Source: an optimization exercise on an open RTL-to-GDS flow (aim: a short achievable clock period and few clock cycles). Production flows keep margins and buffers that such runs may drop. The RTL was checked by simulation tests, not by an equivalence proof against the original design. Power is estimated from default activity; no workload was simulated.

Design ycpu_core, start of the top module:
module ycpu_core (
    input  wire        clk,
    input  wire        rst,           
    output reg         bus_req,
    output reg         bus_we,
    output reg  [1:0]  bus_sel,       
    output reg  [14:0] bus_addr,
    output reg  [7:0]  bus_wdata,
    input  wire        bus_ack,
    input  wire        bus_err,
    input  wire [7:0]  bus_rdata,
    output wire        halted,
    output wire        fault,
    output wire [7:0]  pc_out
);
export LEC_CHECK = 0
export CAP_MARGIN = 20
export CORE_MARGIN = 2
export CORE_UTILIZATION = 40
export SLEW_MARGIN = 20
create_clock -name core_clock -period 15.0 [get_ports {clk}]
standard.sh (not shown) runs the stock make flow with config.mk's settings and CLKGATE_MAP_FILE= SYNTH_SCRIPT=/design/flow/synth_recipe.tcl, a recipe that flattens the netlist after the stock synthesis.
==> flow/flow/run.sh <==
#!/bin/bash
# Standard ORFS layout with two changes to how it is made:
#  - synthesis leaves adders to ABC instead of mapping them to full-adder
#    cells first (ADDER_MAP_FILE empty), so they are timing-optimised like
#    the rest of the logic; registers are unchanged;
#  - timing repair aims well past the clock period (SETUP_SLACK_MARGIN 11.5),
#    so that the achieved period shrinks;
#  - a sparser core (CORE_UTILIZATION 30) for room to buffer and route.
# Full tool output goes to the ORFS logs (orfs/logs/...) and to standard.log.
set -euo pipefail
bash standard.sh finish SETUP_SLACK_MARGIN=11.5 ADDER_MAP_FILE= CORE_UTILIZATION=30 > standard.log 2>&1
Testbench counts at the start, summed over its fixed seeds: cycles 46,683.
Then changed:
==> flow/flow/run.sh (replaced) <==
#!/bin/bash
# Standard ORFS layout with two changes to how it is made:
#  - synthesis leaves adders to ABC instead of mapping them to full-adder
#    cells first (ADDER_MAP_FILE empty), so they are timing-optimised like
#    the rest of the logic; registers are unchanged;
#  - timing repair aims well past the clock period (SETUP_SLACK_MARGIN 12.5),
#    so that the achieved period shrinks.
# Full tool output goes to the ORFS logs (orfs/logs/...) and to standard.log.
set -euo pipefail
bash standard.sh finish SETUP_SLACK_MARGIN=12.5 ADDER_MAP_FILE= > standard.log 2>&1
The new run finished clean; cell count falls by a few percent; die area falls by a quarter to a third; sequential share of layout area falls by 0.34 points; cell area rises by a few percent; setup slack improved by 0.0088 ns; global-route usage rises by 9.4 points; utilization rises by 16 points; register-to-register slack got worse by 0.07 ns; synthesized cell count is unchanged.
Then changed:
==> flow/flow/run.sh (replaced) <==
#!/bin/bash
# Standard ORFS layout with two changes to how it is made:
#  - synthesis leaves adders to ABC instead of mapping them to full-adder
#    cells first (ADDER_MAP_FILE empty), so they are timing-optimised like
#    the rest of the logic; registers are unchanged;
#  - timing repair aims well past the clock period (SETUP_SLACK_MARGIN 11.5),
#    so that the achieved period shrinks;
#  - a denser core (CORE_UTILIZATION 55, PLACE_DENSITY 0.75) for shorter wires.
# Full tool output goes to the ORFS logs (orfs/logs/...) and to standard.log.
set -euo pipefail
bash standard.sh finish SETUP_SLACK_MARGIN=11.5 ADDER_MAP_FILE= CORE_UTILIZATION=55 PLACE_DENSITY=0.75 > standard.log 2>&1
Effect:
- The new run passed the timing, DRC and antenna checks
- non-clock buffer count falls by 78
- global-route usage rises by 12 points
- worst hold slack gets better by 0.010 ns

---

== willow ==
ycpu_core again, from the RTL that the note above started with.
export LEC_CHECK = 0
export CAP_MARGIN = 20
export CORE_MARGIN = 2
export CORE_UTILIZATION = 40
export SLEW_MARGIN = 20
create_clock -name core_clock -period 15.0 [get_ports {clk}]
==> flow/flow/run.sh <==
#!/bin/bash
# Standard ORFS layout with two changes to how it is made:
#  - synthesis leaves adders to ABC instead of mapping them to full-adder
#    cells first (ADDER_MAP_FILE empty), so they are timing-optimised like
#    the rest of the logic; registers are unchanged;
#  - timing repair aims well past the clock period (SETUP_SLACK_MARGIN 11),
#    so that the achieved period shrinks.
# Full tool output goes to the ORFS logs (orfs/logs/...) and to standard.log.
set -euo pipefail
bash standard.sh finish SETUP_SLACK_MARGIN=11 ADDER_MAP_FILE= > standard.log 2>&1
willow completed; timing, DRC and antenna clean
Testbench counts of willow, summed over its fixed seeds: cycles 46,683.
[inputs] sierra vs willow
diff --git a/flow/flow/run.sh b/flow/flow/run.sh
--- a/flow/flow/run.sh
+++ b/flow/flow/run.sh
@@ -6 +6 @@
-#  - timing repair aims well past the clock period (SETUP_SLACK_MARGIN 11),
+#  - timing repair aims well past the clock period (SETUP_SLACK_MARGIN 11.5),
@@ -10 +10 @@
-bash standard.sh finish SETUP_SLACK_MARGIN=11 ADDER_MAP_FILE= > standard.log 2>&1
+bash standard.sh finish SETUP_SLACK_MARGIN=11.5 ADDER_MAP_FILE= > standard.log 2>&1
Findings:
Sort willow and sierra by number of clock buffers in the layout desc -> top: willow
Between willow and sierra, the flow reports detailed route wirelength on metal3 increasing by more than 10%.
Run comparison: willow destination of the critical timing path drem[1]; sierra destination of the critical timing path bus_wdata[1]
Re global routing usage on met3: sierra is 0.67 points up on willow.
NOTE number of nets in the layout willow->sierra increased by a few percent
Setup slack: sierra less than willow
Side by side, multi-input logic area turned out higher in sierra than in willow.
sierra consumes more power than willow does.
Every stage of the flow completed for sierra, and the final layout passed the timing, DRC and antenna checks.
From willow to sierra the numbers moved as follows: via count rose by 1,025, first-pass GRT wire length rose by about 5%, routed wire length rose by 4400 um.
sierra: internal cell power higher than willow

[separate check: timing with driven ports]
No port has a modelled driver above. Below, the same layouts with a new extraction and two added sets of constraints. Step 1 (the two cells are an assumption about what drives the block):
set clk [get_ports {clk}]
set_driving_cell -lib_cell sky130_fd_sc_hd__clkbuf_16 $clk
set_driving_cell -lib_cell sky130_fd_sc_hd__buf_2 [delete_from_list [all_inputs] $clk]
Step 2, shift: input delay + t, output delay - t, t = (earliest + latest rising clock arrival at the registers) / 2. This alone moves slack from input paths to output paths. Slacks: ideal / step 1 / step 2; pairs: ideal / step 1.
run	t, ns	setup WS [ns]	hold WS [ns]	worst setup path after step 2	slew at the worst register clock pin (ns)
the first run of note 1	0.508	10.773 / 10.781 / 10.274	0.533 / 0.533 / 0.533	input to register	0.08 / 0.08
the second run of note 1	0.504	10.782 / 10.735 / 10.274	0.512 / 0.512 / 0.512	input to register	0.08 / 0.08
the third run of note 1	0.491	10.300 / 10.299 / 10.069	0.522 / 0.522 / 0.522	input to register	0.08 / 0.08
willow	0.503	10.845 / 10.801 / 10.326	0.501 / 0.501 / 0.501	input to register	0.08 / 0.08
sierra	0.503	10.808 / 10.767 / 10.312	0.508 / 0.508 / 0.508	input to register	0.07 / 0.07
After both steps every run listed still meets setup and hold. The setup slack of willow, which loses most, moves by -0.044 ns with the drivers and by -0.519 ns with both steps.
